This is an optimization exercise on Yosys and OpenROAD, whose aim is small area, a short achievable clock period and few clock cycles per item, not a production implementation.
Only simulation tests tie the RTL to the original design; equivalence was not proved.
Power figures rest on the tool's default switching activity, not on a simulated workload.

alpha:
==> flow/design.v (excerpt) <==
module imb_encoder (
    input  wire         clk,
    input  wire         rst,         
    input  wire         in_valid,
    output wire         in_ready,
    input  wire [103:0] in_value,
    output wire         out_valid,
    input  wire         out_ready,
    output wire [129:0] out_bars,    
    output wire [10:0]  out_fcs,
    output wire         out_ovf,     
    output wire         out_err      
);
Size: about 5000 cells after synthesis, about 340 flip-flops.
export LEC_CHECK = 0
export ABC_AREA = 1
export CAP_MARGIN = 20
export CELL_PAD_IN_SITES_DETAIL_PLACEMENT = 0
export CELL_PAD_IN_SITES_GLOBAL_PLACEMENT = 1
export CORE_MARGIN = 2
export CORE_UTILIZATION = 40
export GPL_ROUTABILITY_DRIVEN = 1
export PLACE_DENSITY = 0.5
export SETUP_SLACK_MARGIN = 4.3
export SLEW_MARGIN = 20
export SYNTH_MEMORY_MAX_BITS = 32768
create_clock -name core_clock -period 8.0 [get_ports {clk}]
run.sh (not shown) runs the stock make flow with config.mk's settings and CLKGATE_MAP_FILE= SYNTH_SCRIPT=/design/flow/synth_recipe.tcl, a recipe that flattens the netlist after the stock synthesis.
alpha completed end to end with timing, DRC and antenna clean.
Testbench counts of alpha, summed over its fixed seeds: cycles 2,992, items 192.
For gamma, these inputs were changed with respect to alpha:
--- a/flow/design.v
+++ b/flow/design.v
@@ -1884,15 +1884,19 @@
             9'd510: luth = {8'd191, 11'd405};
             9'd511: luth = {8'd191, 11'd917};
         endcase
     endfunction
     wire [9:0]  o0 = first[0] ? 10'd0 : d0;
     wire [17:0] l0 = lut0(o0[9:1]);
     wire [7:0]  c0 = l0[17:10];
-    wire [9:0]  n0 = l0[9:0] + {2'd0, o0[0:0], 7'd0} + {3'd0, xc};
+    wire [9:0]  a0  = l0[9:0] + {2'd0, o0[0:0], 7'd0};
+    wire [5:0]  lo0 = {1'b0, a0[4:0]} + {1'b0, xc[4:0]};
+    wire [4:0]  hb0 = a0[9:5] + {3'd0, xc[6:5]};
+    wire [4:0]  hc0 = a0[9:5] + {3'd0, xc[6:5]} + 5'd1;
+    wire [9:0]  n0  = {(lo0[5] ? hc0 : hb0), lo0[4:0]};
     wire [7:0]  ch [1:9];
     wire [10:0] nh [1:9];
     genvar gs;
     generate
         for (gs = 1; gs < 10; gs = gs + 1) begin : g_dig
             wire [10:0] o = first[gs] ? 11'd0 : dh[gs];
             wire [18:0] l = luth(o[10:2]);
--- outcome ---
gamma ended up with dh[1][5]$_DFFE_PP_ as its termination of the worst setup path; alpha ended up with dh[1][8]$_DFFE_PP_. Going from alpha to gamma, largest net degree at the start of global routing saw a decrease; multi-input gate count saw a decrease; shortest period the worst path allows saw a decrease. Delta(routability-driven placement congestion ratio, gamma - alpha) > 0. Delta (gamma minus alpha): maximum frequency went up by 0.43%, period utilization went down by 0.20 points. Per the comparison of gamma with alpha, number of clock sinks shows no meaningful change, clock-buffer cell count shows an increase of 13.
Testbench counts of gamma, summed over its fixed seeds: cycles 2,992, items 192.

---

Another version of the RTL of imb_encoder (not shown whole).
Size in the first run: roughly 5200 cells after synthesis, ~330 flip-flops, about 250 I/O pins, ~35000 um2 of cells after synthesis.
clock: 8.0 ns
lec_check: 0
abc_area: 1
cap_margin: 20
cell_pad_in_sites_detail_placement: 0
cell_pad_in_sites_global_placement: 1
core_margin: 2
core_utilization: 40
gpl_routability_driven: 1
place_density: 0.5
setup_slack_margin: 4
slew_margin: 20
synth_memory_max_bits: 32768
Testbench counts at the start, summed over its fixed seeds: cycles 2,984, items 192.
==> next run, changes <==
--- a/flow/design.v
+++ b/flow/design.v
@@ -1895,27 +1895,23 @@
     generate
         for (gs = 1; gs < 10; gs = gs + 1) begin : g_dig
             wire [10:0] o = first[gs] ? 11'd0 : dh[gs];
             wire [18:0] l = luth(o[10:2]);
             wire [7:0]  ci;
             if (gs == 1) begin : g_c0
                 assign ci = c0;
             end else begin : g_ch
                 assign ci = ch[gs-1];
             end
             assign ch[gs] = l[18:11];
-            wire [10:0] a   = l[10:0] + {2'd0, o[1:0], 7'd0};
-            wire [5:0]  lo  = {1'b0, a[4:0]} + {1'b0, ci[4:0]};
-            wire [5:0]  hb  = a[10:5] + {3'd0, ci[7:5]};
-            wire [5:0]  hb1 = a[10:5] + {3'd0, ci[7:5]} + 6'd1;
-            assign nh[gs] = {(lo[5] ? hb1 : hb), lo[4:0]};
+            assign nh[gs] = l[10:0] + {2'd0, o[1:0], 7'd0} + {3'd0, ci};
         end
     endgenerate
     wire        so = live[9] & (|ch[9]);
     reg  [10:0] sc;
     always @(*) sc = (xb == 4'd0) ? 11'h7FF : crc;
     integer     i;
     reg  [6:0] crcmask;
     always @(*) begin
         case (xb)
             4'd0: crcmask = 7'b0001111;
             4'd1: crcmask = 7'b1111111;
@@ -1958,31 +1954,28 @@
             4'd7: sel = dh[7];
             4'd8: sel = dh[8];
             4'd9: sel = dh[9];
             default: sel = 11'bx;
         endcase
     end
     reg         nc;
     reg  [10:0] ca_a, ca_b;     
     reg         ga;
     reg  [3:0]  ia;             
     wire        ncin = nc & (li != 4'd0);
-    wire [11:0] se   = {1'b0, sel};
-    wire [11:0] ci1  = {11'd0, ncin};
-    wire [11:0] nt   = se + ci1;
-    wire        nge  = (li == 4'd0) ? (ncin ? (se >= 12'd635) : (se >= 12'd636))
-                                     : (ncin ? (se >= 12'd1364) : (se >= 12'd1365));
-    wire [11:0] ntm0 = se + ci1 + 12'd3460;    
-    wire [11:0] ntm  = se + ci1 + 12'd2731;    
-    wire [11:0] ntp  = se + ci1 + 12'd659;
-    wire [11:0] ntq  = se + ci1 + 12'd3390;    
+    wire [11:0] nt   = {1'b0, sel} + {11'd0, ncin};
+    wire        nge  = (li == 4'd0) ? (nt >= 12'd636) : (nt >= 12'd1365);
+    wire [11:0] ntm0 = nt - 12'd636;
+    wire [11:0] ntm  = nt - 12'd1365;
+    wire [11:0] ntp  = nt + 12'd659;
+    wire [11:0] ntq  = nt - 12'd706;
     reg  [10:0] nca, ncb;
     always @(*) begin
         if (li == 4'd0) begin
             nca = {nt[9:0], 1'b0};
             ncb = {ntm0[9:0], 1'b0};
         end else if (li == 4'd9 && fcs_o[10]) begin
             nca = ntp[10:0];
             ncb = ntq[10:0];
         end else begin
             nca = nt[10:0];
             ncb = ntm[10:0];
Register-to-register slack gets worse by 240 ps.
Synthesized cell count shrinks by 2.1%.
Die area shrinks by 1.2%.
Power grows by 10%.
Cell area grows by 3.2%.
Clock power grows by about 6%.
Global-route usage shrinks by 0.36 points.
Non-clock buffer count grows by 79.
Maximum frequency shrinks by 5.8%.
Sequential share of layout area shrinks by 0.66 points.
Via count shrinks by 0.91%.
Testbench counts after the change, summed over its fixed seeds: cycles 2,984, items 192.

static timing again, ports no longer ideal:
No port has a modelled driver above. Below, the same layouts with a new extraction and two added sets of constraints.
Step 1 (the two cells are an assumption about what drives the block):
set clk [get_ports {clk}]
set_driving_cell -lib_cell sky130_fd_sc_hd__clkbuf_16 $clk
set_driving_cell -lib_cell sky130_fd_sc_hd__buf_2 [delete_from_list [all_inputs] $clk]
Step 2, shift: input delay + t, output delay - t, t = (earliest + latest rising clock arrival at the registers) / 2. This alone moves slack from input paths to output paths.
Three values: no drivers, after step 1, after step 2; two values: the first two.
| run | t (ns) | setup WS [ns] | worst hold slack (ns) | worst setup path after step 2 | cell pins on the clock port's net |
|---|---|---|---|---|---|
| alpha | 0.660 | 4.146 / 4.146 / 3.813 | 0.475 / 0.475 / 0.475 | input to register | 1 |
| gamma | 0.667 | 4.162 / 4.162 / 3.828 | 0.450 / 0.450 / 0.450 | input to register | 1 |
| the first run of note 2 | 0.653 | 4.020 / 4.020 / 3.619 | 0.523 / 0.523 / 0.523 | input to register | 1 |
| the second run of note 2 | 0.651 | 3.776 / 3.776 / 3.526 | 0.477 / 0.477 / 0.477 | input to register | 1 |
After both steps every run listed still meets setup and hold. For the first run of note 2, which loses most, drivers alone change the setup slack by 0.000 ns; drivers and shift together by -0.401 ns.
